This design comes from an exercise in tuning for small area, a short achievable clock period and few clock cycles on the open sky130 flow, not from production work. At most, simulation tests tie the RTL to the original design; equivalence was not proved. Function not checked in runs 1, 4 and 5: the RTL went through the layout flow alone. No activity file was given, so power comes from the tool's default toggle rates.

<file path="flow/design.v">
module owd_core (
    input              clk,
    input              rst,
    input              start,
    input              cancel,
    input      [31:0]  sample_rate_hz,
    input              force_overdrive,
    input              channel_valid,
    input      [7:0]   channel,
    output reg         cur_valid,
    output reg [1:0]   cur_cmd,
    output reg [31:0]  cur_n,
    input              cur_ack,
    input      [63:0]  cur_sample,
    input              cur_level,
    input              cur_eos,
    output             snk_valid,
    output     [180:0] snk_data,
    output             idle,
    output             busy,
    output             halted,
    output reg [1:0]   halt_reason,
    output     [7:0]   chan
);
    localparam [31:0] MIN_SAMPLE_RATE_HZ = 32'd2000000;
    localparam [1:0] CMD_QUERY = 2'd0, CMD_ADV_EDGE = 2'd1, CMD_PEEK_EDGE = 2'd2, CMD_ADV_BY = 2'd3;
    localparam [1:0] REC_FRAME = 2'd0, REC_COMMIT = 2'd1, REC_MARKER = 2'd2, REC_PROGRESS = 2'd3;
    localparam [2:0] MK_INVALID = 3'd0, MK_START = 3'd1, MK_DOWNARROW = 3'd2, MK_ZERO = 3'd3,
                     MK_ONE = 3'd4;
    localparam [1:0] LAYER_UNKNOWN = 2'd0, LAYER_DATA = 2'd1, LAYER_COMMAND = 2'd2,
                     LAYER_CRC = 2'd3;
    localparam [1:0] HR_NONE = 2'd0, HR_CANCELLED = 2'd1, HR_EOS = 2'd2, HR_CONFIG = 2'd3;
    localparam [4:0] S_IDLE = 5'd0,  S_HALT = 5'd1,  S_CFGE = 5'd2,  S_Q   = 5'd3,
                     S_M0   = 5'd4,  S_M1   = 5'd5,  S_M2   = 5'd6,  S_GAPF = 5'd7,
                     S_DISP = 5'd8,  S_RA   = 5'd9,  S_B    = 5'd10, S_C1  = 5'd11,
                     S_C2   = 5'd12, S_FR   = 5'd13, S_PR   = 5'd14, S_CX  = 5'd15,
                     S_FIX  = 5'd16, S_EFIX = 5'd17;
    reg [4:0]  ph;
    reg [7:0]  cfg_chan;
    reg [63:0] rise, fall, field_start;
    reg [47:0] acc;
    reg [5:0]  bits;
    reg [1:0]  layer;
    reg        unk;         
    reg        defer;       
    reg        warn;
    reg        h_lt10;      
    reg        h_gap;       
    reg        hacc;        
    reg        lvl;         
    reg        lazy;        
    reg        prog_rise;   
    reg        ra_rec;
    reg        fr_done;
    reg        asm_pend, asm_bit;
    reg        c_rst, c_warn, c_gtchk, c_gtsp;
    reg [15:0] t10;
    reg [15:0] t15;
    reg [16:0] t30;
    reg        c30;         
    reg [17:0] t40;
    reg [18:0] t88;
    reg [20:0] t380;
    reg [20:0] t480;
    reg [22:0] t1000;
    reg [5:0]  tstep;
    reg [12:0] tQ;
    reg [19:0] tR;
    reg [22:0] tqb;         
    reg [1:0]  tcp;
    reg [19:0] trem;
    reg        rv;
    reg [1:0]  rtype;
    reg [1:0]  rbase;       
    reg [2:0]  rmk;
    reg        rfd;         
    reg        rfr;         
    assign idle   = (ph == S_IDLE);
    assign halted = (ph == S_HALT);
    assign busy   = !idle && !halted;
    assign chan   = cfg_chan;
    wire thr_ready = (tstep == 6'd50);
    reg        te_div, te_first, te_b;
    reg [3:0]  te_wr;       
    always @(*) begin
        te_div = 1'b0; te_first = 1'b0; te_b = 1'b0; te_wr = 4'd0;
        case (tstep)
            6'd0, 6'd1, 6'd2, 6'd3, 6'd4, 6'd5, 6'd6, 6'd7, 6'd8, 6'd9, 6'd10, 6'd11, 6'd12:
                te_div = 1'b1;
            6'd13: te_wr = 4'd1;
            6'd14: te_b = 1'b1;
            6'd15: ;
            6'd16: te_wr = 4'd2;
            6'd17: ;
            6'd18: begin te_wr = 4'd5; te_first = 1'b1; te_b = 1'b1; end
            6'd19, 6'd20: te_b = 1'b1;
            6'd21: te_wr = 4'd3;
            6'd22: te_wr = 4'd4;
            6'd23, 6'd24, 6'd25: ;
            6'd26: begin te_wr = 4'd8; te_first = 1'b1; end
            6'd27, 6'd28: te_b = 1'b1;
            6'd29, 6'd30, 6'd31: ;
            6'd32: begin te_wr = 4'd6; te_first = 1'b1; end
            6'd33, 6'd34, 6'd35, 6'd36, 6'd37: te_b = 1'b1;
            6'd38, 6'd39: ;
            6'd40: begin te_wr = 4'd7; te_first = 1'b1; te_b = 1'b1; end
            6'd41, 6'd42, 6'd43: te_b = 1'b1;
            6'd44: ;
            6'd45: te_b = 1'b1;
            6'd46, 6'd47, 6'd48: ;
            6'd49: te_wr = 4'd9;
            default: ;
        endcase
    end
    wire [3:0]  te_bitidx  = 4'd12 - tstep[3:0];
    wire        te_ratebit = sample_rate_hz[te_bitidx];
    wire [19:0] te_sr  = te_first ? tR : trem;
    wire [22:0] te_sq  = te_first ? {10'd0, tQ} : tqb;
    wire [1:0]  te_scp = te_first ? 2'd0 : tcp;
    wire [19:0] te_add = te_div ? {19'd0, te_ratebit} : (te_b ? tR : 20'd0);
    wire [21:0] te_t0  = {1'b0, te_sr, 1'b0} + {2'd0, te_add};
    wire [22:0] te_t1  = {1'b0, te_t0} - 23'd1000000;
    wire [22:0] te_t2  = {1'b0, te_t0} - 23'd2000000;
    wire        te_c2  = !te_t2[22];
    wire        te_c1  = !te_t1[22];
    wire [19:0] te_rn  = te_c2 ? te_t2[19:0] : te_c1 ? te_t1[19:0] : te_t0[19:0];
    wire [1:0]  te_cn  = te_c2 ? 2'd2 : te_c1 ? 2'd1 : 2'd0;
    wire [22:0] te_qn  = {te_sq[21:0], 1'b0} + {20'd0, te_scp, 1'b0} +
                         ((!te_div && te_b) ? {10'd0, tQ} : 23'd0);
    wire [22:0] te_val = tqb + {21'd0, tcp};
    wire [63:0] sb      = (ph == S_M1) ? rise : fall;
    wire [24:0] dlo     = {1'b0, cur_sample[23:0]} - {1'b0, sb[23:0]};
    wire        d_eq0   = (cur_sample[63:24] == sb[63:24]);
    wire        d_eq1   = (cur_sample[63:24] == (sb[63:24] + 40'd1));
    wire        d_small = dlo[24] ? d_eq1 : d_eq0;
    wire [23:0] dd      = d_small ? dlo[23:0] : 24'hFFFFFF;
    wire dd_lt10   = (dd[23:16] == 8'd0) && (dd[15:0] < t10);
    wire dd_gt1000 = (dd > {1'b0, t1000});
    wire dd_gt15   = (dd[23:16] != 8'd0) || (dd[15:0] > t15);
    wire dd_gt30   = (dd[23:17] != 7'd0) || (dd[16:0] > t30);
    wire dd_gt40   = (dd[23:18] != 6'd0) || (dd[17:0] > t40);
    wire dd_lt88   = (dd[23:19] == 5'd0) && (dd[18:0] < t88);
    wire dd_gt380  = (dd[23:21] != 3'd0) || (dd[20:0] > t380);
    wire dd_lt480  = (dd[23:21] == 3'd0) && (dd[20:0] < t480);
    wire x_gh   = !defer && h_lt10;
    wire x_gl   = !defer && dd_lt10;
    wire x_rst  = dd_gt380 || (force_overdrive && dd_gt40 && dd_lt88);
    wire x_warn = dd_gt380 && dd_lt480;
    reg [5:0] layer_width;
    always @(*) begin
        case (layer)
            LAYER_DATA:    layer_width = 6'd16;
            LAYER_COMMAND: layer_width = 6'd48;
            default:       layer_width = 6'd8;
        endcase
    end
    wire asm_full = (bits + 6'd1 == layer_width);
    wire asm_on   = (layer != LAYER_UNKNOWN);
    wire [4:0] asm_next = !asm_on ? S_PR : asm_full ? S_FR : S_PR;
    always @(*) begin
        cur_valid = 1'b0;
        cur_cmd   = CMD_ADV_EDGE;
        cur_n     = 32'd0;
        case (ph)
            S_Q:    begin cur_valid = 1'b1; cur_cmd = CMD_QUERY; end
            S_M0, S_RA: cur_valid = 1'b1;
            S_M1:   cur_valid = thr_ready;
            S_M2:   begin cur_valid = 1'b1; cur_cmd = CMD_PEEK_EDGE; end
            S_B, S_FIX: begin cur_valid = 1'b1; cur_cmd = CMD_ADV_BY; cur_n = {15'd0, t30}; end
            S_C1, S_EFIX: begin cur_valid = 1'b1; cur_cmd = CMD_ADV_BY; cur_n = {16'd0, t15}; end
            S_C2:   begin cur_valid = 1'b1; cur_cmd = CMD_ADV_BY; cur_n = {16'd0, t15} + {31'd0, c30}; end
            default: ;
        endcase
    end
    wire ack = cur_valid && cur_ack;
    wire [63:0] s_samp   = (rbase == 2'd1) ? rise : (rbase == 2'd2) ? field_start : fall;
    wire        r_frame  = (rtype == REC_FRAME);
    wire        r_marker = (rtype == REC_MARKER);
    wire        r_commit = (rtype == REC_COMMIT);
    assign snk_valid         = rv;
    assign snk_data[1:0]     = rtype;
    assign snk_data[65:2]    = r_commit ? 64'd0 : s_samp;
    assign snk_data[68:66]   = r_marker ? rmk : r_frame ? rise[2:0] : 3'd0;
    assign snk_data[129:69]  = r_frame ? rise[63:3] : 61'd0;
    assign snk_data[131:130] = rfd ? layer : 2'd0;
    assign snk_data[179:132] = rfd ? acc : 48'd0;
    assign snk_data[180]     = rfr & warn;
    wire m2_ok   = (ph == S_M2) && ack && !cur_eos;
    wire do_disp = (m2_ok && !x_gh && !x_gl && !unk) || (ph == S_DISP);
    wire f_rst   = (ph == S_DISP) ? c_rst   : x_rst;
    wire f_warn  = (ph == S_DISP) ? c_warn  : x_warn;
    wire f_gtchk = (ph == S_DISP) ? c_gtchk : dd_gt15;
    wire f_gtsp  = (ph == S_DISP) ? c_gtsp  : dd_gt30;
    wire [63:0] fall_sp = fall + {47'd0, t30};
    always @(posedge clk) begin
        if (rst) begin
            ph          <= S_IDLE;
            halt_reason <= HR_NONE;
            cfg_chan    <= 8'd0;
            rv          <= 1'b0;
        end else begin
            rv  <= 1'b0;
            rfd <= 1'b0;
            rfr <= 1'b0;
            if (!thr_ready) begin
                tstep <= tstep + 6'd1;
                tqb   <= te_qn;
                tcp   <= te_cn;
                trem  <= te_rn;
                case (te_wr)
                    4'd1: begin tQ <= te_val[12:0]; tR <= trem; end
                    4'd2: t10   <= te_val[15:0];
                    4'd3: t15   <= te_val[15:0];
                    4'd4: begin t30 <= te_val[16:0]; c30 <= tcp[0]; end
                    4'd5: t40   <= te_val[17:0];
                    4'd6: t88   <= te_val[18:0];
                    4'd7: t380  <= te_val[20:0];
                    4'd8: t480  <= te_val[20:0];
                    4'd9: t1000 <= te_val[22:0];
                    default: ;
                endcase
            end
            if (asm_pend) begin
                asm_pend <= 1'b0;
                if (asm_on) begin
                    if (asm_bit)
                        acc[bits] <= 1'b1;
                    bits <= bits + 6'd1;
                end
            end
            if ((ph == S_M2) && ack && (bits == 6'd0))
                field_start <= fall;
            if (ack && cur_eos) begin
                if (ph == S_B) begin
                    ph <= S_EFIX;
                end else begin
                    halt_reason <= HR_EOS;
                    ph          <= S_HALT;
                end
            end else begin
                case (ph)
                    S_IDLE: begin
                        if (start) begin
                            if (sample_rate_hz < MIN_SAMPLE_RATE_HZ || !channel_valid) begin
                                halt_reason <= HR_CONFIG;
                                ph          <= S_CFGE;
                            end else begin
                                cfg_chan    <= channel;
                                halt_reason <= HR_NONE;
                                layer       <= LAYER_UNKNOWN;
                                bits        <= 6'd0;
                                acc         <= 48'd0;
                                unk         <= 1'b1;
                                defer       <= 1'b0;
                                hacc        <= 1'b0;
                                lazy        <= 1'b0;
                                fr_done     <= 1'b0;
                                asm_pend    <= 1'b0;
                                tstep       <= 6'd0;
                                tqb         <= 23'd0;
                                tcp         <= 2'd0;
                                trem        <= {1'b0, sample_rate_hz[31:13]};
                                ph          <= S_Q;
                            end
                        end
                    end
                    S_CFGE: ph <= S_HALT;
                    S_Q: if (ack) begin
                        rise <= cur_sample;
                        lvl  <= cur_level;
                        ph   <= cur_level ? S_M1 : S_M0;
                    end
                    S_M0: if (ack) begin
                        if (!hacc)
                            rise <= cur_sample;
                        hacc <= 1'b0;
                        lazy <= 1'b0;
                        ph   <= S_M1;
                    end
                    S_M1: if (ack) begin
                        fall   <= cur_sample;
                        h_lt10 <= dd_lt10;
                        h_gap  <= dd_gt1000;
                        ph     <= S_M2;
                    end
                    S_M2: if (ack) begin
                        if (!x_gl)
                            rise <= cur_sample;
                        if (x_gh || x_gl) begin
                            rv    <= 1'b1;
                            rtype <= REC_MARKER;
                            rbase <= 2'd0;
                            rmk   <= MK_INVALID;
                            hacc  <= !x_gh;
                            ph    <= S_M0;
                        end else begin
                            defer   <= 1'b0;
                            c_rst   <= x_rst;
                            c_warn  <= x_warn;
                            c_gtchk <= dd_gt15;
                            c_gtsp  <= dd_gt30;
                            if (unk) begin
                                rv    <= 1'b1;
                                rtype <= REC_MARKER;
                                rbase <= 2'd0;
                                rmk   <= h_gap ? MK_START : MK_DOWNARROW;
                                ph    <= h_gap ? S_GAPF : S_DISP;
                            end
                        end
                    end
                    S_GAPF: begin
                        rv    <= 1'b1;
                        rtype <= REC_COMMIT;
                        layer <= LAYER_DATA;
                        bits  <= 6'd0;
                        acc   <= 48'd0;
                        unk   <= 1'b0;
                        ph    <= S_DISP;
                    end
                    S_RA: begin
                        if (ra_rec) begin
                            rv     <= 1'b1;
                            rtype  <= REC_FRAME;
                            rbase  <= 2'd0;
                            rfr    <= 1'b1;
                            ra_rec <= 1'b0;
                            layer  <= LAYER_DATA;
                            bits   <= 6'd0;
                            acc    <= 48'd0;
                            unk    <= 1'b0;
                            defer  <= 1'b1;
                        end
                        if (ack) begin
                            lvl       <= 1'b1;
                            prog_rise <= 1'b1;
                            ph        <= S_PR;
                        end
                    end
                    S_B, S_C2: if (ack) begin
                        fall      <= cur_sample;
                        rv        <= 1'b1;
                        rtype     <= REC_MARKER;
                        rbase     <= 2'd0;
                        rmk       <= cur_level ? MK_ONE : MK_ZERO;
                        lvl       <= cur_level;
                        prog_rise <= 1'b0;
                        asm_pend  <= 1'b1;
                        asm_bit   <= cur_level;
                        ph        <= asm_next;
                    end
                    S_C1: if (ack) begin
                        fall <= cur_sample;
                        if (cur_level) begin
                            rv        <= 1'b1;
                            rtype     <= REC_MARKER;
                            rbase     <= 2'd0;
                            rmk       <= MK_INVALID;
                            lvl       <= 1'b1;
                            prog_rise <= 1'b0;
                            ph        <= S_PR;
                        end else begin
                            ph <= S_C2;
                        end
                    end
                    S_FR: begin
                        rv      <= 1'b1;
                        rtype   <= REC_FRAME;
                        rbase   <= 2'd2;
                        rfd     <= 1'b1;
                        fr_done <= 1'b1;
                        ph      <= S_PR;
                    end
                    S_PR: begin
                        rv    <= 1'b1;
                        rtype <= REC_PROGRESS;
                        rbase <= prog_rise ? 2'd1 : 2'd0;
                        if (fr_done) begin
                            fr_done <= 1'b0;
                            bits    <= 6'd0;
                            acc     <= 48'd0;
                            layer   <= (layer == LAYER_DATA) ? LAYER_COMMAND : LAYER_CRC;
                        end
                        if (cancel)
                            ph <= lazy ? S_FIX : S_CX;
                        else
                            ph <= lvl ? S_M1 : S_M0;
                    end
                    S_CX: begin
                        halt_reason <= HR_CANCELLED;
                        ph          <= S_HALT;
                    end
                    S_FIX: if (ack) begin
                        halt_reason <= HR_CANCELLED;
                        ph          <= S_HALT;
                    end
                    S_EFIX: if (ack) begin
                        halt_reason <= HR_EOS;
                        ph          <= S_HALT;
                    end
                    default: ;  
                endcase
                if (do_disp) begin
                    if (f_rst) begin
                        rv     <= 1'b1;
                        rtype  <= REC_COMMIT;
                        warn   <= f_warn;
                        ra_rec <= 1'b1;
                        ph     <= S_RA;
                    end else if (f_gtsp) begin
                        fall      <= fall_sp;
                        rv        <= 1'b1;
                        rtype     <= REC_MARKER;
                        rbase     <= 2'd0;
                        rmk       <= MK_ZERO;
                        lvl       <= 1'b0;
                        prog_rise <= 1'b0;
                        lazy      <= 1'b1;
                        asm_pend  <= 1'b1;
                        asm_bit   <= 1'b0;
                        ph        <= asm_next;
                    end else if (f_gtchk) begin
                        ph <= S_B;
                    end else begin
                        ph <= S_C1;
                    end
                end
            end
        end
    end
endmodule
</file>
<file path="flow/run.sh">
#!/bin/bash
# synth_recipe.tcl (not shown) runs the flow's synth.tcl, then flattens the netlist and writes it again
# the make line also repeats each setting of config.mk as NAME=value (left out here)
make -C /OpenROAD-flow-scripts/flow DESIGN_CONFIG=/design/flow/config.mk WORK_HOME=/design/flow/orfs CLKGATE_MAP_FILE= SYNTH_SCRIPT=/design/flow/synth_recipe.tcl finish
</file>
<file path="flow/config.mk">
export PLATFORM = sky130hd
export DESIGN_NAME = owd_core
export DESIGN_NICKNAME = owd_core
export VERILOG_FILES = /design/flow/design.v
export SDC_FILE = /design/flow/constraint.sdc
export NUM_CORES = 4
export LEC_CHECK = 0
export CAP_MARGIN = 20
export CORE_MARGIN = 2
export CORE_UTILIZATION = 40
export SLEW_MARGIN = 20
</file>
<file path="flow/constraint.sdc">
create_clock -name core_clock -period 12.0 [get_ports {clk}]
set_input_delay 2.4000 -clock core_clock [delete_from_list [all_inputs] [get_ports {clk}]]
set_output_delay 2.4000 -clock core_clock [all_outputs]
set_load 0.01 [all_outputs]
</file>
==> flow_metrics.env, run 1 <==
export IMPL_cts_resized=0
export IMPL_crit_type="primary input to register"
export IMPL_syn_inst=4045
export IMPL_final_cell_area_sq_um=44600
export IMPL_nNetsFinal=4666
export IMPL_fp_dieW_um=311
export IMPL_routedWlPerCell_um=22.8
export IMPL_seq_area_frac_synth_pct=41.8
export IMPL_root_buffer="clkbuf_16"
export IMPL_post_route_period_util_pct=96.0
export IMPL_port_buffers=327
export IMPL_arrival_ns=11.88
export IMPL_worst_path_max_delay_cell="a2111oi_1"
export IMPL_crit_top_cell="o21ai_0"
export IMPL_netlist_area_leader_share_pct=40.6
export IMPL_synthAdderAreaFrac_pct=8.63
export IMPL_via_per_inst=5.87
export IMPL_io_pins=343
export IMPL_setup_total_negative_slack_ns=0
export IMPL_grtUsageTotal_pct=25.6
export IMPL_synth_ff_type="edfxtp_1"
export IMPL_core_sq_um=93500
export IMPL_synth_top_family_by_area="simple AND/OR/NAND/NOR gates"
export IMPL_synth_simple_area_share_pct=19.8
export IMPL_finalSetupViolCount=0
export IMPL_drtPass1Iterations=6
export IMPL_worst_skew_pair_late_latency_ns=0.65
export IMPL_drive_gt1_share_pct=6.90
export IMPL_cts_setup_buffers=0
export IMPL_antenna_left=0
export IMPL_clk_pin_slew_ns=0.05
export IMPL_syn_area_sq_um=37700
export IMPL_die_area_sq_um=96800
export IMPL_fin_cells=5604
export IMPL_synthXorXnorAreaFrac_pct=3.69
export IMPL_globalplace_congestion=0.999
export IMPL_hold_depth=2
export IMPL_slew_headroom_pct=19.8
export IMPL_placed_cell_area_sq_um=42400
export IMPL_vias=32900
export IMPL_hold_start="cfg_chan[2]"
export IMPL_drt_initial_drc_count=3102
export IMPL_cts_sinks=533
export IMPL_grt_first_pass_wirelength_um=195000
export IMPL_leakagePower_nw=16.4
export IMPL_die_h_um=311
export IMPL_h_tree_depth=3
export IMPL_drc=0
export IMPL_hp_class="register to register"
export IMPL_avgSynthCellArea_sq_um=9.33
export IMPL_timing_fmax_mhz=86.8
export IMPL_num_rows=112
export IMPL_fill_cells=8930
export IMPL_clk_path_buf_depth=3
export IMPL_ys_ff_latch=533
export IMPL_worst_slew_pin_slew_ns=1.19
export IMPL_cts_tree="done"
export IMPL_muxShareOfSynthArea_pct=3.84
export IMPL_required_ns=12.36
export IMPL_yosysUniqueCellTypes=98
export IMPL_status="finished clean"
export IMPL_antenna_found_initial=4
export IMPL_synth_area_leaders="edfxtp_1 41%, ha_1 8.3%, a21oi_1 4.2%"
export IMPL_regToRegSetupSlack_ns=0.90
export IMPL_crit_path_start_kind="primary input"
export IMPL_ctsHoldBuffers=0
export IMPL_setup_ws_ns=0.479
export IMPL_drt_total_wl_um=128000
export IMPL_max_stage_delay_ns=0.91
export IMPL_powerDensity_nw_per_um2=166
export IMPL_period_needed_ns=11.52
export IMPL_maxSlewViolCount=0
export IMPL_grt_max_degree=76
export IMPL_report_final_hold_viol_count=0
export IMPL_critPathCaptureType="register"
export IMPL_rr_worst_depth=34
export IMPL_yosysWarnings=1
export IMPL_seq_area_sq_um=15800
export IMPL_initial_core_util_pct=40.4
export IMPL_rsz0062_at_grt="no"
export IMPL_synth_top_cell_by_area="edfxtp_1"
export IMPL_finClkSkew_ns=0.0349
export IMPL_rr_startpoint="ph[0]"
export IMPL_drv_cap=0
export IMPL_synth_edf_count=510
export IMPL_cp_max_fo=23
export IMPL_cts_made_buffers=68
export IMPL_synth_compound_area_share_pct=17.3
export IMPL_pre_cts_slack_ns=0.0305
export IMPL_reg2reg_to="fall[4]"
export IMPL_diodes=0
export IMPL_min_to="cfg_chan[2]"
export IMPL_grt_overflow_total=0
export IMPL_multi_input_area_sq_um=20300
export IMPL_place_inst=5479
export IMPL_synthArstFlopShare_pct=0
export IMPL_grt_pass1_vias=31500
export IMPL_hpwl_um=92700
export IMPL_area_growth_pct=18.2
export IMPL_ir_worst_vdd_mv=0.0940
[how the worst max path moves through the flow]
stage | cells after the start | endpoint | from
final | 33 | fall[4] | cur_sample[0]
after global routing | 33 | fall[39] | cur_sample[0]
after CTS | 33 | fall[4] | cur_sample[0]
after global placement | 33 | fall[39] | cur_sample[0]
after detailed placement | 33 | fall[4] | cur_sample[0]
after floorplan | 38 | rise[0] | ph[1]
[state kept, by name, indices dropped and copies added (netlist names), 8 cells and up]
| signal | cells |
|---|---|
| t40 | 18 |
| t30 | 17 |
| fall | 64 |
| t15 | 16 |
| tR | 20 |
| t1000 | 23 |
| t10 | 16 |
| trem | 20 |
| tqb | 23 |
| t380 | 21 |
| t480 | 21 |
| t88 | 19 |
| tQ | 13 |
| cfg_chan | 8 |
| field_start | 64 |
| rise | 64 |
| acc | 48 |
[synthesized netlist by cell type, drive strengths merged (14+ instances only)]
library cell    n
a211o          16
a211oi         40
a21o           57
a21oi         314
a22oi          71
a31oi          73
and2          166
and3           40
buf            58
clkbuf        172
dfxtp          23
edfxtp        510
ha            249
inv           234
mux2           49
mux2i          80
nand2         400
nand2b         58
nand3         107
nand4          88
nand4b         16
nor2          347
nor2b          60
nor3          104
nor4           40
o211ai         22
o21a           31
o21ai         160
o221a          17
o22ai          16
o31a           16
o31ai          21
or4            14
xnor2          99
xor2           60
[worst max-delay path: cells and delay by family]
kind	cells	cell delay [ns]
AND/OR/NAND/NOR	9	2.60
AO/OA/AOI/OAI	16	4.67
buffers and inverters	5	1.28
adder cells (fa/ha/maj)	3	0.89
[metal layers]
metal | vias up | track usage [%] | wire (um)
met1 | 15800 | 35.6 | 56400
met4 | 8 | 6.66 | 3110
met3 | 218 | 4.88 | 10700
li1 | 15400 | - | -
met5 | - | 0 | 45
met2 | 1428 | 40.9 | 57600
[cell type report]
class | instances | share of cell area (%)
inverter | 235 | 1.99
clock inverter | 37 | 0.852
multi-input combinational | 3061 | 45.6
timing repair buffer | 398 | 8.61
sequential | 533 | 35.4
clock buffer | 86 | 4.10
tap | 1254 | 3.52
[placed cells by master, fill, tap and decap left out, types with 31 or more instances in the layout]
cell	instances
a211oi_1	39
a21o_1	57
a21oi_1	311
a22oi_1	71
a31oi_1	73
and2_1	163
and3_1	40
buf_4	68
clkbuf_16	68
clkdlybuf4s50_1	327
edfxtp_1	510
ha_1	249
inv_1	233
mux2_2	45
mux2i_1	80
nand2_1	399
nand2b_1	57
nand3_1	106
nand4_1	87
nor2_1	342
nor2b_1	56
nor3_1	99
nor4_1	33
o21a_1	31
o21ai_0	155
xnor2_1	98
xor2_1	59
[per-stage QoR]
stage / utilization [%] / hold WS (ns) / power (mW)
after CTS: 47.7 / 0.454 / 7.41
after floorplan: - / 0.421 / 4.43
after global placement: 45.3 / 0.441 / 5.30
after detailed placement: 45.3 / 0.449 / 5.32
final: 47.7 / 0.454 / 7.40
after global routing: 47.7 / 0.473 / 7.82
[power breakdown]
| part | internal, mW | switching, mW |
|---|---|---|
| Clock | 1.20 | 0.873 |
| Sequential | 2.44 | 0.216 |
| Combinational | 1.05 | 1.62 |
| Total | 4.69 | 2.71 |
[logic make-up (layout without fill, tap and decap cells)]
group,Yosys count,in the layout
compound gates,998,998
xor+xnor,159,159
fa+ha+maj,256,256
buf+inv,465,756
flops,533,533
mux,133,133
other cells,1,15
simple gates,1500,1500
==> run 2, diff against run 1 <==
--- a/flow/design.v
+++ b/flow/design.v
@@ -55,20 +55,22 @@
     reg        asm_pend, asm_bit;
     reg        c_rst, c_warn, c_gtchk, c_gtsp;
     reg [15:0] t10;
+    reg [1:0]  t40lo;
     reg [15:0] t15;
-    reg [16:0] t30;
-    reg        c30;         
-    reg [17:0] t40;
+    reg        t30lo;
+    reg [3:0]  t480lo;
     reg [18:0] t88;
     reg [20:0] t380;
-    reg [20:0] t480;
     reg [22:0] t1000;
+    wire [16:0] t30  = {t15, t30lo};
+    wire [17:0] t40  = {t10, t40lo};
+    wire [20:0] t480 = {t15, t30lo, t480lo};
     reg [5:0]  tstep;
-    reg [12:0] tQ;
-    reg [19:0] tR;
-    reg [22:0] tqb;         
-    reg [1:0]  tcp;
-    reg [19:0] trem;
+    wire [12:0] tQ   = acc[12:0];
+    wire [19:0] tR   = acc[32:13];
+    wire [22:0] tqb  = field_start[22:0];    
+    wire [1:0]  tcp  = field_start[24:23];
+    wire [19:0] trem = field_start[44:25];
     reg        rv;
     reg [1:0]  rtype;
     reg [1:0]  rbase;       
@@ -131,17 +133,48 @@
     wire [63:0] sb      = (ph == S_M1) ? rise : fall;
     wire [24:0] dlo     = {1'b0, cur_sample[23:0]} - {1'b0, sb[23:0]};
     wire        d_eq0   = (cur_sample[63:24] == sb[63:24]);
-    wire        d_eq1   = (cur_sample[63:24] == (sb[63:24] + 40'd1));
-    wire        d_small = dlo[24] ? d_eq1 : d_eq0;
-    wire [23:0] dd      = d_small ? dlo[23:0] : 24'hFFFFFF;
-    wire dd_lt10   = (dd[23:16] == 8'd0) && (dd[15:0] < t10);
-    wire dd_gt1000 = (dd > {1'b0, t1000});
-    wire dd_gt15   = (dd[23:16] != 8'd0) || (dd[15:0] > t15);
-    wire dd_gt30   = (dd[23:17] != 7'd0) || (dd[16:0] > t30);
-    wire dd_gt40   = (dd[23:18] != 6'd0) || (dd[17:0] > t40);
-    wire dd_lt88   = (dd[23:19] == 5'd0) && (dd[18:0] < t88);
-    wire dd_gt380  = (dd[23:21] != 3'd0) || (dd[20:0] > t380);
-    wire dd_lt480  = (dd[23:21] == 3'd0) && (dd[20:0] < t480);
+    wire [39:0] sb_hi_p1 = sb[63:24] + 40'd1;
+    wire        d_eq1   = (cur_sample[63:24] == sb_hi_p1);
+    wire        d_small = dlo[24] ? d_eq1 : d_eq0;    
+    wire [23:0] dl      = dlo[23:0];
+    function lt24;
+        input [23:0] a, b;
+        reg [31:0] l0, e0;
+        reg [15:0] l1, e1;
+        reg [7:0]  l2, e2;
+        reg [3:0]  l3, e3;
+        reg [1:0]  l4, e4;
+        integer i;
+        begin
+            l0 = {8'd0, ~a & b};
+            e0 = {8'hFF, ~(a ^ b)};
+            for (i = 0; i < 16; i = i + 1) begin
+                l1[i] = l0[2*i+1] | (e0[2*i+1] & l0[2*i]);
+                e1[i] = e0[2*i+1] & e0[2*i];
+            end
+            for (i = 0; i < 8; i = i + 1) begin
+                l2[i] = l1[2*i+1] | (e1[2*i+1] & l1[2*i]);
+                e2[i] = e1[2*i+1] & e1[2*i];
+            end
+            for (i = 0; i < 4; i = i + 1) begin
+                l3[i] = l2[2*i+1] | (e2[2*i+1] & l2[2*i]);
+                e3[i] = e2[2*i+1] & e2[2*i];
+            end
+            for (i = 0; i < 2; i = i + 1) begin
+                l4[i] = l3[2*i+1] | (e3[2*i+1] & l3[2*i]);
+                e4[i] = e3[2*i+1] & e3[2*i];
+            end
+            lt24 = l4[1] | (e4[1] & l4[0]);
+        end
+    endfunction
+    wire dd_lt10   = d_small && lt24(dl, {8'd0, t10});
+    wire dd_gt1000 = !d_small || lt24({1'b0, t1000}, dl);
+    wire dd_gt15   = !d_small || lt24({8'd0, t15}, dl);
+    wire dd_gt30   = !d_small || lt24({7'd0, t30}, dl);
+    wire dd_gt40   = !d_small || lt24({6'd0, t40}, dl);
+    wire dd_lt88   = d_small && lt24(dl, {5'd0, t88});
+    wire dd_gt380  = !d_small || lt24({3'd0, t380}, dl);
+    wire dd_lt480  = d_small && lt24(dl, {3'd0, t480});
     wire x_gh   = !defer && h_lt10;
     wire x_gl   = !defer && dd_lt10;
     wire x_rst  = dd_gt380 || (force_overdrive && dd_gt40 && dd_lt88);
@@ -168,7 +201,7 @@
             S_M2:   begin cur_valid = 1'b1; cur_cmd = CMD_PEEK_EDGE; end
             S_B, S_FIX: begin cur_valid = 1'b1; cur_cmd = CMD_ADV_BY; cur_n = {15'd0, t30}; end
             S_C1, S_EFIX: begin cur_valid = 1'b1; cur_cmd = CMD_ADV_BY; cur_n = {16'd0, t15}; end
-            S_C2:   begin cur_valid = 1'b1; cur_cmd = CMD_ADV_BY; cur_n = {16'd0, t15} + {31'd0, c30}; end
+            S_C2:   begin cur_valid = 1'b1; cur_cmd = CMD_ADV_BY; cur_n = {16'd0, t15} + {31'd0, t30lo}; end
             default: ;
         endcase
     end
@@ -191,7 +224,8 @@
     wire f_warn  = (ph == S_DISP) ? c_warn  : x_warn;
     wire f_gtchk = (ph == S_DISP) ? c_gtchk : dd_gt15;
     wire f_gtsp  = (ph == S_DISP) ? c_gtsp  : dd_gt30;
-    wire [63:0] fall_sp = fall + {47'd0, t30};
+    wire [24:0] fsp_lo  = {1'b0, fall[23:0]} + {8'd0, t30};
+    wire [63:0] fall_sp = {fsp_lo[24] ? sb_hi_p1 : fall[63:24], fsp_lo[23:0]};
     always @(posedge clk) begin
         if (rst) begin
             ph          <= S_IDLE;
@@ -204,19 +238,17 @@
             rfr <= 1'b0;
             if (!thr_ready) begin
                 tstep <= tstep + 6'd1;
-                tqb   <= te_qn;
-                tcp   <= te_cn;
-                trem  <= te_rn;
+                field_start[44:0] <= {te_rn, te_cn, te_qn};
                 case (te_wr)
-                    4'd1: begin tQ <= te_val[12:0]; tR <= trem; end
-                    4'd2: t10   <= te_val[15:0];
-                    4'd3: t15   <= te_val[15:0];
-                    4'd4: begin t30 <= te_val[16:0]; c30 <= tcp[0]; end
-                    4'd5: t40   <= te_val[17:0];
-                    4'd6: t88   <= te_val[18:0];
-                    4'd7: t380  <= te_val[20:0];
-                    4'd8: t480  <= te_val[20:0];
-                    4'd9: t1000 <= te_val[22:0];
+                    4'd1: acc[32:0] <= {trem, te_val[12:0]};
+                    4'd2: t10    <= te_val[15:0];
+                    4'd3: t15    <= te_val[15:0];
+                    4'd4: t30lo  <= te_val[0];
+                    4'd5: t40lo  <= te_val[1:0];
+                    4'd6: t88    <= te_val[18:0];
+                    4'd7: t380   <= te_val[20:0];
+                    4'd8: t480lo <= te_val[3:0];
+                    4'd9: t1000  <= te_val[22:0];
                     default: ;
                 endcase
             end
@@ -249,7 +281,6 @@
                                 halt_reason <= HR_NONE;
                                 layer       <= LAYER_UNKNOWN;
                                 bits        <= 6'd0;
-                                acc         <= 48'd0;
                                 unk         <= 1'b1;
                                 defer       <= 1'b0;
                                 hacc        <= 1'b0;
@@ -257,9 +288,7 @@
                                 fr_done     <= 1'b0;
                                 asm_pend    <= 1'b0;
                                 tstep       <= 6'd0;
-                                tqb         <= 23'd0;
-                                tcp         <= 2'd0;
-                                trem        <= {1'b0, sample_rate_hz[31:13]};
+                                field_start[44:0] <= {1'b0, sample_rate_hz[31:13], 25'd0};
                                 ph          <= S_Q;
                             end
                         end
==> flow/config.mk (replaced) <==
export PLATFORM = sky130hd
export DESIGN_NAME = owd_core
export DESIGN_NICKNAME = owd_core
export VERILOG_FILES = /design/flow/design.v
export SDC_FILE = /design/flow/constraint.sdc
export NUM_CORES = 4
export LEC_CHECK = 0
export ABC_CLOCK_PERIOD_IN_PS = 5000
export CAP_MARGIN = 30
export CORE_MARGIN = 2
export CORE_UTILIZATION = 55
export SETUP_SLACK_MARGIN = 4
export SLEW_MARGIN = 30
==> run 2 against run 1 <==
Critical endpoint is now fall[2]. Highest routed layer unchanged. Maximum frequency grew 47%. Sequential cell count shrank 128. Cell area shrank 13%.
==> flow_metrics.env, run 2 <==
export IMPL_synthArstFlopShare_pct=0
export IMPL_maxSlewViolCount=0
export IMPL_yosysUniqueCellTypes=93
export IMPL_holdWs_ns=0.456
export IMPL_cts_sinks=405
export IMPL_fp_dieW_um=249
export IMPL_synth_top_cells_by_count="508 x nand2_1, 382 x edfxtp_1, 311 x nor2_1"
export IMPL_worst_path_max_delay_cell="clkdlybuf4s50_1"
export IMPL_powerDensity_nw_per_um2=176
export IMPL_cp_num_cells=17
export IMPL_grt_overflow_total=0
export IMPL_io_pins=343
export IMPL_root_buffer="clkbuf_16"
export IMPL_multi_input_area_sq_um=19900
export IMPL_die_area_sq_um=61800
export IMPL_report_final_hold_viol_count=0
export IMPL_globalplace_congestion=1.05
export IMPL_crit_type="primary input to register"
export IMPL_num_rows=89
export IMPL_antenna_left=0
export IMPL_leakagePower_nw=14.8
export IMPL_drive_gt1_share_pct=6.59
export IMPL_period_needed_ns=7.86
export IMPL_netlist_area_leader_share_pct=34.9
export IMPL_worst_skew_pair_late_latency_ns=0.61
export IMPL_drc=0
export IMPL_post_route_period_util_pct=65.5
export IMPL_initial_core_util_pct=55.7
export IMPL_ctsHoldBuffers=0
export IMPL_timing_fmax_mhz=127
export IMPL_cts_tree="done"
export IMPL_finalSetupViolCount=0
export IMPL_final_cell_mix="507 x nand2_1, 382 x edfxtp_1, 326 x clkdlybuf4s50_1, 302 x nor2_1, 281 x a21oi_1"
export IMPL_hp_class="register to register"
export IMPL_yosysMostFrequentCell="nand2_1"
export IMPL_mostFrequentLayoutCell="nand2_1"
export IMPL_clk_path_buf_depth=3
export IMPL_ys_ff_latch=405
export IMPL_cp_top_family="compound AO/OA/AOI/OAI gates"
export IMPL_fill_cells=4816
export IMPL_routedWlPerCell_um=26.2
export IMPL_synth_ff_type="edfxtp_1"
export IMPL_grt_pass1_vias=31100
export IMPL_critical_path_buf_inv_count=3
export IMPL_finalPower_mw=6.85
export IMPL_antenna_found_initial=3
export IMPL_synth_top_cell_by_area="edfxtp_1"
export IMPL_ir_worst_vdd_mv=0.137
export IMPL_hpwl_um=92700
export IMPL_drt_initial_drc_count=4073
export IMPL_setup_total_negative_slack_ns=0
export IMPL_grt_max_degree=65
export IMPL_final_cell_area_sq_um=38900
export IMPL_h_tree_depth=2
export IMPL_grt_first_pass_wirelength_um=188000
export IMPL_critPathCaptureType="register"
export IMPL_rsz0062_at_grt="yes"
export IMPL_max_stage_delay_ns=0.56
export IMPL_yosysWarnings=1
export IMPL_syn_inst=3788
export IMPL_nNetsFinal=4386
export IMPL_slew_headroom_pct=29.7
export IMPL_path_cells="clkdlybuf4s50_1 -> ha_1 -> a21o_1 -> a21o_1 -> a21oi_1 -> o2111ai_1 -> a21oi_1 -> xor2_1 -> inv_1 -> a2111oi_0 -> nand3_1 -> or3_4 -> o32ai_4 -> buf_4 -> nand3_4 -> nor2_1 -> a31oi_1"
export IMPL_synth_edf_count=382
export IMPL_core_sq_um=59000
export IMPL_worst_slew_pin_slew_ns=1.05
export IMPL_finClkSkew_ns=0.0226
export IMPL_status="finished clean"
export IMPL_cts_made_buffers=46
export IMPL_seq_area_sq_um=11900
export IMPL_required_ns=12.33
export IMPL_drtPass1Iterations=8
export IMPL_crit_path_start_kind="primary input"
export IMPL_clk_pin_slew_ns=0.07
export IMPL_drv_cap=0
export IMPL_reg_largest_list="fall x64, field_start x64, rise x64"
export IMPL_via_per_inst=6.67
export IMPL_area_growth_pct=18.3
export IMPL_hold_depth=2
export IMPL_seq_area_frac_synth_pct=36.3
export IMPL_die_h_um=249
export IMPL_rr_worst_depth=21
export IMPL_grtUsageTotal_pct=39.0
export IMPL_drt_total_wl_um=127000
export IMPL_syn_area_sq_um=32900
export IMPL_vias=32300
export IMPL_avgSynthCellArea_sq_um=8.68
export IMPL_synth_area_leaders="edfxtp_1 35%, ha_1 9.1%, nand2_1 5.8%"
export IMPL_arrival_ns=8.19
export IMPL_port_buffers=327
export IMPL_placed_cell_area_sq_um=36900
export IMPL_cp_max_fo=20
[run 2: final timing paths]
check	from	endpoint	slack [ns]
max reg2reg	ph[2]	fall[2]	4.29
max	cur_sample[12]	fall[2]	4.14
min	cfg_chan[7]	cfg_chan[7]	0.46
min reg2reg	cfg_chan[7]	cfg_chan[7]	0.46
[run 2: per-stage QoR]
step,util (%),std cells,worst slack (ns)
2_1_floorplan,-,3802,4.07
3_3_place_gp,62.4,4733,2.00
3_5_place_dp,62.5,4737,1.77
4_1_cts,65.5,4832,3.94
5_1_grt,65.9,4840,3.94
6_report,65.9,4841,4.14
[run 2: worst reg2reg max path, stage by stage (launching register included)]
cell and delay, ns:
dfxtp_1 0.82, nand3b_1 0.14, buf_4 0.27, nor2_4 0.38, buf_4 0.47, mux2i_1 0.26, ha_1 0.31, a21o_1 0.26
a21o_1 0.19, a21oi_1 0.47, o2111ai_1 0.34, a21oi_1 0.36, xor2_1 0.35, inv_1 0.10, a2111oi_0 0.49, nand3_1 0.46
or3_4 0.53, o32ai_4 0.38, buf_4 0.22, nand3_4 0.36, nor2_1 0.22, a31oi_1 0.06
[run 2: cells by family (layout without fill, tap and decap cells)]
| group | Yosys count | count (layout) | synth area share [%] |
|---|---|---|---|
| and+or+nand+nor | 1457 | 1462 | 21.1 |
| AOI/OAI and AO/OA | 956 | 956 | 18.4 |
| adders and majority gates | 248 | 248 | 9.57 |
| xor gates and xnor gates | 218 | 218 | 5.89 |
| other | 1 | 17 | 0.0114 |
| DFF | 405 | 405 | 36.3 |
| muxes | 120 | 120 | 4.03 |
| buffers and inverters | 383 | 642 | 4.64 |
[run 2: what timing repair did]
item,CTS,global route
setup endpoints to repair,187,166
buffers inserted,6,4
resized for setup,18,24
pin swaps,3,2
endpoints found under the hold margin,0,0
gates cloned,3,2
[run 2: area by class of cell]
cell class | instances | share of cell area (%)
sequential | 405 | 30.7
timing repair buffer | 394 | 9.84
inverter | 162 | 1.57
clock buffer | 59 | 3.27
multi-input combinational | 3019 | 51.3
antenna | 2 | 0.0129
tap | 773 | 2.49
clock inverter | 27 | 0.875
[run 2: routing by layer]
metal,routed length [um],vias to the layer above,GRT usage [%]
met5,24,-,0
met1,46300,15200,49.2
met2,57700,2228,62.8
li1,-,14300,-
met4,9100,4,23.4
met3,13500,498,6.73
[run 2: where the power goes]
| part | switching [mW] | internal (mW) |
|---|---|---|
| clock network | 0.636 | 0.903 |
| logic | 1.87 | 1.27 |
| registers | 0.299 | 1.87 |
| total | 2.81 | 4.04 |
Testbench counts of run 2, summed over its fixed seeds: cycles 59,057.
==> run 3, diff against run 2 <==
==> flow/config.mk (replaced) <==
export PLATFORM = sky130hd
export DESIGN_NAME = owd_core
export DESIGN_NICKNAME = owd_core
export VERILOG_FILES = /design/flow/design.v
export SDC_FILE = /design/flow/constraint.sdc
export NUM_CORES = 4
export LEC_CHECK = 0
export ABC_CLOCK_PERIOD_IN_PS = 3500
export CAP_MARGIN = 30
export CORE_MARGIN = 2
export CORE_UTILIZATION = 55
export SETUP_SLACK_MARGIN = 5
export SLEW_MARGIN = 30
==> run 3 against run 2 <==
Still clean on timing, DRC and antenna. Utilization rose by 2.5 points. Worst hold slack got worse by 0.0043 ns. Non-clock buffer count is 61 higher. Synthesized area unchanged. Via count increased by 3.6%. Critical path depth grew 4.
==> flow_metrics.env, run 3 <==
export IMPL_status="finished clean"
export IMPL_timing_fmax_mhz=142
export IMPL_yosysMostFrequentCell="nand2_1"
export IMPL_synth_edf_count=382
export IMPL_cts_sinks=405
export IMPL_finClkSkew_ns=0.0287
export IMPL_drv_cap=0
export IMPL_die_h_um=249
export IMPL_antenna_left=0
export IMPL_vias=33400
export IMPL_via_per_inst=6.81
export IMPL_avgSynthCellArea_sq_um=8.68
export IMPL_pre_cts_slack_ns=2.07
export IMPL_nNetsFinal=4447
export IMPL_cts_made_buffers=49
export IMPL_powerDensity_nw_per_um2=174
export IMPL_grt_overflow_total=0
export IMPL_die_area_sq_um=61800
export IMPL_maxSlewViolCount=0
export IMPL_slew_headroom_pct=31.2
export IMPL_ir_worst_vdd_mv=0.187
export IMPL_worst_slew_pin_slew_ns=1.03
export IMPL_drc=0
export IMPL_post_route_period_util_pct=58.6
export IMPL_setup_total_negative_slack_ns=0
export IMPL_io_pins=343
export IMPL_seq_area_frac_synth_pct=36.3
export IMPL_ys_ff_latch=405
export IMPL_drive_gt1_share_pct=10.3
export IMPL_synth_ff_type="edfxtp_1"
export IMPL_core_sq_um=59000
export IMPL_worst_skew_pair_late_latency_ns=0.62
export IMPL_rr_worst_depth=25
export IMPL_hold_depth=2
export IMPL_hp_class="register to register"
export IMPL_synthArstFlopShare_pct=0
export IMPL_finalSetupViolCount=0
export IMPL_area_growth_pct=22.8
export IMPL_rsz0062_at_grt="yes"
export IMPL_routedWlPerCell_um=27.0
export IMPL_drtPass1Iterations=7
export IMPL_drt_total_wl_um=132000
export IMPL_syn_inst=3788
export IMPL_hpwl_um=94800
export IMPL_crit_type="primary input to register"
export IMPL_grt_first_pass_wirelength_um=196000
export IMPL_globalplace_congestion=1.03
export IMPL_grt_pass1_vias=31700
export IMPL_fp_dieW_um=249
export IMPL_synth_top_cells_by_count="508 x nand2_1, 382 x edfxtp_1, 311 x nor2_1"
export IMPL_reg_largest_list="fall x64, field_start x64, rise x64"
export IMPL_finalPower_mw=7.04
export IMPL_num_rows=89
export IMPL_grt_max_degree=65
export IMPL_drt_initial_drc_count=4546
export IMPL_antenna_found_initial=1
export IMPL_cts_tree="done"
export IMPL_required_ns=12.36
export IMPL_mostFrequentLayoutCell="nand2_1"
export IMPL_netlist_area_leader_share_pct=34.9
export IMPL_holdWs_ns=0.452
export IMPL_synth_area_leaders="edfxtp_1 35%, ha_1 9.1%, nand2_1 5.8%"
export IMPL_cp_max_fo=32
export IMPL_h_tree_depth=2
export IMPL_initial_core_util_pct=55.7
export IMPL_clk_pin_slew_ns=0.06
export IMPL_leakagePower_nw=15.4
export IMPL_crit_path_start_kind="primary input"
export IMPL_grtUsageTotal_pct=40.8
export IMPL_clk_path_buf_depth=3
export IMPL_arrival_ns=7.39
export IMPL_critPathCaptureType="register"
export IMPL_final_cell_mix="504 x nand2_1, 382 x edfxtp_1, 312 x clkdlybuf4s50_1, 299 x nor2_1, 267 x a21oi_1"
export IMPL_regToRegSetupSlack_ns=5.05
export IMPL_root_buffer="clkbuf_16"
export IMPL_setup_ws_ns=4.97
export IMPL_report_final_hold_viol_count=0
export IMPL_synth_top_cell_by_area="edfxtp_1"
export IMPL_period_needed_ns=7.03
export IMPL_port_buffers=327
export IMPL_yosysUniqueCellTypes=93
export IMPL_yosysWarnings=1
export IMPL_syn_area_sq_um=32900
run 3: cell counts after synthesis:
No cell type changed its count.
run 3: cell type report:
class	count	area (sq um)
multi-input cells	3016	20600
fillers	4564	18600
flip-flops and latches	405	11900
repair buffers	455	4550
clock buffers	54	1290
well taps	773	967
inverters	162	627
clock inverters	37	352
diodes	4	10.0
run 3: cells by family after synthesis:
logic type | after synthesis | share of synthesized area (%)
flops | 405 | 36.3
fa+ha+maj | 248 | 9.57
mux | 120 | 4.03
other cells | 1 | 0.0114
xor+xnor | 218 | 5.89
buf+inv | 383 | 4.64
simple gates | 1457 | 21.1
compound gates | 956 | 18.4
run 3: report_power, final:
group	internal [mW]	total, mW	switching (mW)
clock network	0.889	1.55	0.665
registers	1.87	2.19	0.323
logic	1.35	3.29	1.93
total	4.11	7.04	2.92
run 3: per-layer routing:
metal,routed length (um),part of all wire (%),global-route usage [%],up-vias
met1,48200,36,51.9,15800
met3,14600,11,6.97,607
li1,-,-,-,14400
met4,9530,7.2,23.6,0
met2,60200,45,65.5,2581
met5,0,0,0,-
run 3: path summary, 6_finish.rpt:
kind                      start           to
setup / recovery  cur_sample[1]     fall[24]
hold / removal      cfg_chan[3]  cfg_chan[3]
hold reg to reg     cfg_chan[3]  cfg_chan[3]
setup reg to reg          ph[1]     fall[24]
run 3: worst max-delay path, stage by stage:
cell and delay [ns]:
clkdlybuf4s15_2 0.26, fa_2 0.45, a211oi_4 0.30, o21ai_4 0.15, o2111ai_4 0.29, a21oi_4 0.17, o21a_4 0.29, buf_4 0.18
a211oi_1 0.27, mux2i_1 0.14, a2111oi_0 0.37, nand3_1 0.13, buf_4 0.21, or3_4 0.39, o32ai_4 0.33, buf_12 0.17
buf_12 0.10, buf_4 0.11, nand3_4 0.40, nand2_1 0.17, o21ai_1 0.08
run 3: per-stage QoR:
stage          util [%]  std cells  instance area, sq um
5_1_grt            68.4       4902                 40400
3_5_place_dp       62.6       4730                 36900
2_1_floorplan         -       3802                 33100
4_1_cts            66.9       4859                 39500
3_3_place_gp       62.5       4728                 36900
6_report           68.4       4906                 40400
run 3: what timing repair did:
action,in CTS,in global routing
pin swaps,18,30
buffers inserted,32,38
gates resized for setup,99,108
gates cloned,6,5
setup endpoints to repair,199,181
hold buffers,0,0
==> run 4, diff against run 3 <==
--- a/flow/design.v
+++ b/flow/design.v
@@ -34,7 +34,7 @@
                      S_M0   = 5'd4,  S_M1   = 5'd5,  S_M2   = 5'd6,  S_GAPF = 5'd7,
                      S_DISP = 5'd8,  S_RA   = 5'd9,  S_B    = 5'd10, S_C1  = 5'd11,
                      S_C2   = 5'd12, S_FR   = 5'd13, S_PR   = 5'd14, S_CX  = 5'd15,
-                     S_FIX  = 5'd16, S_EFIX = 5'd17;
+                     S_FIX  = 5'd16, S_EFIX = 5'd17, S_RQ  = 5'd18, S_GQ  = 5'd19;
     reg [4:0]  ph;
     reg [7:0]  cfg_chan;
     reg [63:0] rise, fall, field_start;
@@ -50,7 +50,6 @@
     reg        lvl;         
     reg        lazy;        
     reg        prog_rise;   
-    reg        ra_rec;
     reg        fr_done;
     reg        asm_pend, asm_bit;
     reg        c_rst, c_warn, c_gtchk, c_gtsp;
@@ -195,8 +194,8 @@
         cur_cmd   = CMD_ADV_EDGE;
         cur_n     = 32'd0;
         case (ph)
-            S_Q:    begin cur_valid = 1'b1; cur_cmd = CMD_QUERY; end
-            S_M0, S_RA: cur_valid = 1'b1;
+            S_Q, S_GQ: begin cur_valid = 1'b1; cur_cmd = CMD_QUERY; end
+            S_M0, S_RA, S_RQ: cur_valid = 1'b1;
             S_M1:   cur_valid = thr_ready;
             S_M2:   begin cur_valid = 1'b1; cur_cmd = CMD_PEEK_EDGE; end
             S_B, S_FIX: begin cur_valid = 1'b1; cur_cmd = CMD_ADV_BY; cur_n = {15'd0, t30}; end
@@ -313,15 +312,14 @@
                         ph     <= S_M2;
                     end
                     S_M2: if (ack) begin
+                        if (!x_rst)
+                            fall <= fall_sp;
                         if (!x_gl)
                             rise <= cur_sample;
                         if (x_gh || x_gl) begin
-                            rv    <= 1'b1;
-                            rtype <= REC_MARKER;
-                            rbase <= 2'd0;
                             rmk   <= MK_INVALID;
                             hacc  <= !x_gh;
-                            ph    <= S_M0;
+                            ph    <= S_GQ;
                         end else begin
                             defer   <= 1'b0;
                             c_rst   <= x_rst;
@@ -329,14 +327,37 @@
                             c_gtchk <= dd_gt15;
                             c_gtsp  <= dd_gt30;
                             if (unk) begin
-                                rv    <= 1'b1;
-                                rtype <= REC_MARKER;
-                                rbase <= 2'd0;
                                 rmk   <= h_gap ? MK_START : MK_DOWNARROW;
-                                ph    <= h_gap ? S_GAPF : S_DISP;
+                                ph    <= S_GQ;
                             end
                         end
                     end
+                    S_GQ: if (ack) begin
+                        fall  <= cur_sample;
+                        rv    <= 1'b1;
+                        rtype <= REC_MARKER;
+                        rbase <= 2'd0;
+                        ph    <= !unk ? S_M0 : (rmk == MK_START) ? S_GAPF :
+                                 (rmk == MK_DOWNARROW) ? S_DISP : S_M0;
+                    end
+                    S_RQ: begin
+                        rv     <= 1'b1;
+                        rtype  <= REC_FRAME;
+                        rbase  <= 2'd0;
+                        rfr    <= 1'b1;
+                        layer  <= LAYER_DATA;
+                        bits   <= 6'd0;
+                        acc    <= 48'd0;
+                        unk    <= 1'b0;
+                        defer  <= 1'b1;
+                        if (ack) begin
+                            lvl       <= 1'b1;
+                            prog_rise <= 1'b1;
+                            ph        <= S_PR;
+                        end else begin
+                            ph        <= S_RA;
+                        end
+                    end
                     S_GAPF: begin
                         rv    <= 1'b1;
                         rtype <= REC_COMMIT;
@@ -347,18 +368,6 @@
                         ph    <= S_DISP;
                     end
                     S_RA: begin
-                        if (ra_rec) begin
-                            rv     <= 1'b1;
-                            rtype  <= REC_FRAME;
-                            rbase  <= 2'd0;
-                            rfr    <= 1'b1;
-                            ra_rec <= 1'b0;
-                            layer  <= LAYER_DATA;
-                            bits   <= 6'd0;
-                            acc    <= 48'd0;
-                            unk    <= 1'b0;
-                            defer  <= 1'b1;
-                        end
                         if (ack) begin
                             lvl       <= 1'b1;
                             prog_rise <= 1'b1;
@@ -433,8 +442,7 @@
                         rv     <= 1'b1;
                         rtype  <= REC_COMMIT;
                         warn   <= f_warn;
-                        ra_rec <= 1'b1;
-                        ph     <= S_RA;
+                        ph     <= S_RQ;
                     end else if (f_gtsp) begin
                         fall      <= fall_sp;
                         rv        <= 1'b1;
--- a/flow/config.mk
+++ b/flow/config.mk
@@ -5,9 +5,9 @@
 export SDC_FILE = /design/flow/constraint.sdc
 export NUM_CORES = 4
 export LEC_CHECK = 0
-export ABC_CLOCK_PERIOD_IN_PS = 3500
+export ABC_CLOCK_PERIOD_IN_PS = 2500
 export CAP_MARGIN = 30
 export CORE_MARGIN = 2
-export CORE_UTILIZATION = 55
+export CORE_UTILIZATION = 60
 export SETUP_SLACK_MARGIN = 5
 export SLEW_MARGIN = 30
==> run 4 against run 3 <==
Critical path type unchanged. Largest power group unchanged. Final cell count increased by 3.7%. Sequential power grew 9%. Die area is 3.5% lower. Highest routed layer is now met5. Synthesized area up 5.2%. First-iteration DRC count grew 16%. Routed wire length is 1.5% higher. Register-to-register slack hardly changed. Clock power is essentially flat. Cell area is 3.4% higher. Critical endpoint is now fall[32].
==> flow_metrics.env, run 4 <==
export IMPL_seqPwrFrac_pct=25.2
export IMPL_die_h_um=244
export IMPL_p_clk_share_pct=16.3
export IMPL_final_cell_mix="467 x nand2_1, 381 x edfxtp_1, 329 x a21oi_1, 311 x clkdlybuf4s50_1, 249 x nor2_1"
export IMPL_synth_top_cells_by_count="472 x nand2_1, 381 x edfxtp_1, 339 x a21oi_1"
export IMPL_globalplace_congestion=1.02
export IMPL_synthArstFlopShare_pct=0
export IMPL_ctsHoldBuffers=0
export IMPL_finClkSkew_ns=0.0316
export IMPL_cp_top_family="compound AO/OA/AOI/OAI gates"
export IMPL_hpwl_um=94200
export IMPL_synth_area_leaders="edfxtp_1 33%, ha_1 8.5%, nand2_1 5.1%"
export IMPL_max_stage_delay_ns=0.44
export IMPL_synth_ff_type="edfxtp_1"
export IMPL_root_buffer="clkbuf_16"
export IMPL_intPower_mw=5.15
export IMPL_initial_core_util_pct=60.3
export IMPL_h_tree_depth=2
export IMPL_cts_made_buffers=47
export IMPL_powerDensity_nw_per_um2=227
export IMPL_core_sq_um=57400
export IMPL_finalSetupViolCount=0
export IMPL_clk_path_buf_depth=3
export IMPL_grt_max_degree=77
export IMPL_holdWs_ns=0.455
export IMPL_hp_class="register to register"
export IMPL_yosysUniqueCellTypes=99
export IMPL_setup_total_negative_slack_ns=0
export IMPL_drive_gt1_share_pct=10.9
export IMPL_reg_largest_list="fall x64, field_start x64, rise x64"
export IMPL_critical_path_buf_inv_count=8
export IMPL_nNetsFinal=4638
export IMPL_mostFrequentLayoutCell="nand2_1"
export IMPL_maxSlewViolCount=0
export IMPL_cp_max_fo=10
export IMPL_period_needed_ns=7.06
export IMPL_report_final_hold_viol_count=0
export IMPL_regToRegSetupSlack_ns=5.04
export IMPL_drt_total_wl_um=134000
export IMPL_io_pins=343
export IMPL_port_buffers=327
export IMPL_grt_first_pass_wirelength_um=196000
export IMPL_seq_area_frac_synth_pct=34.4
export IMPL_grt_overflow_total=0
export IMPL_ir_worst_vdd_mv=0.196
export IMPL_critPathCaptureType="register"
export IMPL_ys_ff_latch=404
export IMPL_via_per_inst=6.98
export IMPL_routedWlPerCell_um=26.4
export IMPL_arrival_ns=7.53
export IMPL_leakagePower_nw=15.8
export IMPL_die_area_sq_um=59600
export IMPL_drc=0
export IMPL_grt_pass1_vias=32100
export IMPL_status="finished clean"
export IMPL_area_growth_pct=20.6
export IMPL_pwr_share_comb_pct=58.5
export IMPL_drt_initial_drc_count=5281
export IMPL_yosysWarnings=1
export IMPL_synth_edf_count=381
export IMPL_fin_util_pct=72.8
export IMPL_clk_pin_slew_ns=0.06
export IMPL_avgSynthCellArea_sq_um=8.60
export IMPL_netlist_area_leader_share_pct=33.1
export IMPL_antenna_left=0
export IMPL_required_ns=12.48
export IMPL_crit_path_start_kind="primary input"
export IMPL_num_rows=88
export IMPL_antenna_found_initial=5
export IMPL_yosysMostFrequentCell="nand2_1"
export IMPL_grtUsageTotal_pct=42.8
export IMPL_crit_type="primary input to register"
export IMPL_p_sw_mw=4.30
export IMPL_rsz0062_at_grt="yes"
export IMPL_syn_area_sq_um=34600
export IMPL_drv_cap=0
export IMPL_cts_tree="done"
export IMPL_synth_top_cell_by_area="edfxtp_1"
export IMPL_p_sw_share_pct=45.5
export IMPL_worst_path_max_delay_cell="fa_2"
export IMPL_worst_slew_pin_slew_ns=1.11
export IMPL_fp_dieW_um=244
export IMPL_timing_fmax_mhz=142
export IMPL_slew_headroom_pct=25.8
export IMPL_worst_skew_pair_late_latency_ns=0.62
export IMPL_vias=35500
export IMPL_cts_sinks=404
export IMPL_post_route_period_util_pct=58.8
export IMPL_syn_inst=4022
export IMPL_drtPass1Iterations=9
-- run 4: cell types whose count changed in the layout (fill, tap and decap cells not counted), moves of 25 or more --
cell      previous run  this run
a21oi_1            267       329
o31ai_1             12        41
nand2_1            504       467
a31oi_1            114        72
xnor2_1            128        96
a211oi_1            34        68
o21ai_0            162       187
buf_4               99       128
a22oi_1             76       128
nor2_1             299       249
-- run 4: area by class of cell --
type | instances | area [sq um]
multi-input cells | 3190 | 22100
fillers | 4354 | 15600
flip-flops and latches | 404 | 11900
repair buffers | 469 | 4470
clock buffers | 57 | 1230
well taps | 765 | 957
inverters | 171 | 668
clock inverters | 28 | 360
diodes | 3 | 7.51
-- run 4: metal layers --
metal	global-route usage, %	share of wire [%]
met1	58.9	38
met3	10.4	14
met5	0	0.019
met4	18.5	5.5
met2	64.3	43
-- run 4: worst min-delay path: stages (launching register included) --
cell     delay, ns
dfxtp_1       0.31
nand2_1       0.05
a21oi_1       0.05
-- run 4: path summary, 6_finish.rpt --
| kind | from | to | cells past startpoint |
|---|---|---|---|
| setup / recovery | cur_sample[0] | fall[32] | 26 |
| hold / removal | cfg_chan[6] | cfg_chan[6] | 2 |
| setup reg to reg | ph[4] | fall[18] | 24 |
| hold reg to reg | cfg_chan[6] | cfg_chan[6] | 2 |
-- run 4: logic make-up after synthesis --
logic type,share of synthesized area (%)
AOI/OAI and AO/OA,23.3
xor gates and xnor gates,4.23
muxes,3.86
DFF,34.4
adders and majority gates,8.96
and+or+nand+nor,20.2
buffers and inverters,5.11
other,0.0108
-- run 4: per-stage QoR --
step	instances	cell area, sq um	total power [mW]	worst slack [ns]
finish	5087	41700	9.45	4.94
detailed placement	4923	38500	7.24	2.90
global placement	4923	38500	7.17	3.03
global route	5087	41700	9.94	4.76
CTS	5038	40900	8.95	5.00
floorplan	4036	34800	5.57	4.97
-- run 4: repair_timing --
item / CTS / global route
cloned: 3 / 1
resized for setup: 112 / 115
setup endpoints to repair: 160 / 137
buffers inserted: 27 / 45
pin swaps: 27 / 69
-- run 4: power groups by stage --
stage	Sequential [mW]	Combinational [mW]	Clock, mW
finish	2.38	5.53	1.54
floorplan	2.13	3.44	0
detailed placement	2.37	4.86	0
CTS	2.35	5.07	1.53
global placement	2.37	4.80	0
global route	2.39	5.96	1.59
==> run 5, diff against run 4 <==
--- a/flow/config.mk
+++ b/flow/config.mk
@@ -5,9 +5,9 @@
 export SDC_FILE = /design/flow/constraint.sdc
 export NUM_CORES = 4
 export LEC_CHECK = 0
-export ABC_CLOCK_PERIOD_IN_PS = 2500
+export ABC_CLOCK_PERIOD_IN_PS = 3500
 export CAP_MARGIN = 30
 export CORE_MARGIN = 2
-export CORE_UTILIZATION = 60
+export CORE_UTILIZATION = 55
 export SETUP_SLACK_MARGIN = 5
 export SLEW_MARGIN = 30
==> run 5 against run 4 <==
Still clean on timing, DRC and antenna. Clock power down 3%. Count of clock-buffer cells in the layout up 10. Maximum frequency up 0.52%. Total power down 2.0%. Utilization down 5.6 points. Routed wire length up 1.3%. Clock skew up 0.0076 ns. Sequential power about the same. Synthesized cell count unchanged. Critical path type unchanged.
==> flow_metrics.env, run 5 <==
export IMPL_clk_path_buf_depth=3
export IMPL_synth_top_cell_by_area="edfxtp_1"
export IMPL_drtPass1Iterations=6
export IMPL_mostFrequentLayoutCell="nand2_1"
export IMPL_grt_overflow_total=0
export IMPL_drt_total_wl_um=136000
export IMPL_ir_worst_vdd_mv=0.175
export IMPL_synth_top_family_by_area="compound AO/OA/AOI/OAI gates"
export IMPL_ctsHoldBuffers=0
export IMPL_via_per_inst=6.77
export IMPL_yosysUniqueCellTypes=99
export IMPL_globalplace_congestion=1.02
export IMPL_cp_max_fo=19
export IMPL_core_sq_um=61900
export IMPL_synthArstFlopShare_pct=0
export IMPL_critPathCaptureType="register"
export IMPL_ys_ff_latch=404
export IMPL_crit_top_cell="buf_6"
export IMPL_muxShareOfSynthArea_pct=3.86
export IMPL_final_cell_mix="466 x nand2_1, 381 x edfxtp_1, 331 x a21oi_1, 310 x clkdlybuf4s50_1, 254 x nor2_1"
export IMPL_finClkSkew_ns=0.0392
export IMPL_pre_cts_slack_ns=2.70
export IMPL_worst_path_max_delay_cell="or4b_4"
export IMPL_drc=0
export IMPL_reg_largest_list="fall x64, field_start x64, rise x64"
export IMPL_setup_total_negative_slack_ns=0
export IMPL_antenna_left=0
export IMPL_report_final_hold_viol_count=0
export IMPL_rsz0062_at_grt="yes"
export IMPL_leakagePower_nw=15.7
export IMPL_crit_path_start_kind="primary input"
export IMPL_worst_slew_pin_slew_ns=1.10
export IMPL_crit_type="primary input to register"
export IMPL_yosysWarnings=1
export IMPL_grtUsageTotal_pct=40.3
export IMPL_powerDensity_nw_per_um2=223
export IMPL_num_rows=91
export IMPL_required_ns=12.40
export IMPL_hpwl_um=97200
export IMPL_port_buffers=327
export IMPL_antenna_found_initial=4
export IMPL_drive_gt1_share_pct=10.3
export IMPL_maxSlewViolCount=0
export IMPL_netlist_area_leader_share_pct=33.1
export IMPL_cts_sinks=404
export IMPL_worst_skew_pair_late_latency_ns=0.61
export IMPL_max_stage_delay_ns=0.59
export IMPL_period_needed_ns=7.02
export IMPL_syn_area_sq_um=34600
export IMPL_grt_max_degree=65
export IMPL_die_area_sq_um=64900
export IMPL_nNetsFinal=4629
export IMPL_synth_edf_count=381
export IMPL_synth_compound_area_share_pct=23.3
export IMPL_vias=34900
export IMPL_fp_dieW_um=255
export IMPL_finalSetupViolCount=0
export IMPL_root_buffer="clkbuf_16"
export IMPL_die_h_um=255
export IMPL_synth_top_cells_by_count="472 x nand2_1, 381 x edfxtp_1, 339 x a21oi_1"
export IMPL_slew_headroom_pct=26.1
export IMPL_synthAdderAreaFrac_pct=8.96
export IMPL_setup_ws_ns=4.98
export IMPL_synth_simple_area_share_pct=20.2
export IMPL_drt_initial_drc_count=4584
export IMPL_syn_inst=4022
export IMPL_clk_pin_slew_ns=0.07
export IMPL_yosysMostFrequentCell="nand2_1"
export IMPL_grt_pass1_vias=32100
export IMPL_area_growth_pct=20.2
export IMPL_grt_first_pass_wirelength_um=199000
export IMPL_initial_core_util_pct=55.9
export IMPL_post_route_period_util_pct=58.5
export IMPL_path_cells="buf_6 -> inv_12 -> ha_4 -> inv_2 -> fa_2 -> a211oi_4 -> o211ai_1 -> and4_4 -> o21a_4 -> nor2_2 -> buf_6 -> a41oi_2 -> or3_1 -> or4b_4 -> nor4_4 -> and3_4 -> and4b_1 -> a311oi_4 -> buf_6 -> buf_16 -> o31ai_1"
export IMPL_h_tree_depth=2
export IMPL_cts_made_buffers=47
export IMPL_synthXorXnorAreaFrac_pct=4.23
export IMPL_seq_area_frac_synth_pct=34.4
export IMPL_io_pins=343
export IMPL_arrival_ns=7.42
export IMPL_timing_fmax_mhz=142
export IMPL_synth_ff_type="edfxtp_1"
export IMPL_drv_cap=0
export IMPL_routedWlPerCell_um=26.5
export IMPL_avgSynthCellArea_sq_um=8.60
export IMPL_status="finished clean"
export IMPL_cts_tree="done"
export IMPL_synth_area_leaders="edfxtp_1 33%, ha_1 8.5%, nand2_1 5.1%"
export IMPL_hp_class="register to register"
==> run 5: cells by family after synthesis <==
family	Yosys count
AO/OA/AOI/OAI	1228
multiplexers	124
AND/OR/NAND/NOR	1412
other	1
adder cells (fa/ha/maj)	244
XOR/XNOR	167
buffers and inverters	442
flip-flops	404
==> run 5: what timing repair did <==
item,in CTS,in global routing
resized for setup,97,109
gates cloned,2,2
setup buffers,28,34
endpoints found under the setup margin,160,136
endpoints found under the hold margin,0,0
pin swaps,24,55
==> run 5: final cells by class <==
| type | instances | area (sq um) |
|---|---|---|
| Clock buffer | 67 | 1340 |
| Tap cell | 837 | 1050 |
| Antenna cell | 3 | 7.51 |
| Clock inverter | 19 | 205 |
| Inverter | 171 | 664 |
| Timing Repair Buffer | 458 | 4340 |
| Fill cell | 5241 | 20300 |
| Multi-Input combinational cell | 3192 | 22100 |
| Sequential cell | 404 | 11900 |
==> run 5: worst paths after layout <==
| check | start | end | slack (ns) | cells past startpoint |
|---|---|---|---|---|
| min | cfg_chan[4] | cfg_chan[4] | 0.46 | 2 |
| max reg2reg | ph[2] | fall[28] | 5.03 | 26 |
| min reg2reg | cfg_chan[4] | cfg_chan[4] | 0.46 | 2 |
| max | cur_sample[0] | fall[28] | 4.98 | 21 |
==> run 5: critical path, delay by kind of cell <==
kind	cells	cell delay (ns)
AOI/OAI and AO/OA	6	1.42
and+or+nand+nor	7	2.26
buffers and inverters	6	0.76
adders and majority gates	2	0.55
==> run 5: report_power, final <==
part	switching (mW)	internal [mW]	total [mW]
combinational	3.20	2.20	5.39
clock	0.629	0.864	1.49
sequential	0.415	1.97	2.38
total	4.24	5.03	9.27
==> run 5: per-layer routing <==
layer  vias up  GRT usage [%]  wire, um
li1      15500              -         -
met1     16600           56.4     54000
met2      2396           61.6     60000
met3       388           7.70     16700
met4         2           15.4      5530
met5         -              0        16
==> run 5: through the flow <==
step / utilization [%] / cells / cell area (sq um) / total power, mW / hold slack (ns)
after floorplan: - / 4036 / 34800 / 5.57 / 0.424
after global routing: 67.1 / 5149 / 41600 / 9.76 / 0.468
final: 67.2 / 5151 / 41600 / 9.27 / 0.457
after detailed placement: 62.4 / 4995 / 38600 / 7.26 / 0.446
after global placement: 62.3 / 4994 / 38600 / 7.20 / 0.442
after CTS: 66.0 / 5111 / 40900 / 8.91 / 0.453

Re-timed with assumed drivers on the ports (clkbuf_16 on the clock, buf_2 on other inputs), run 5 has 5.006 ns of setup slack against 4.977 ns with ideal ports, and 4.354 ns once port delays also move by the mid clock arrival of 0.660 ns.
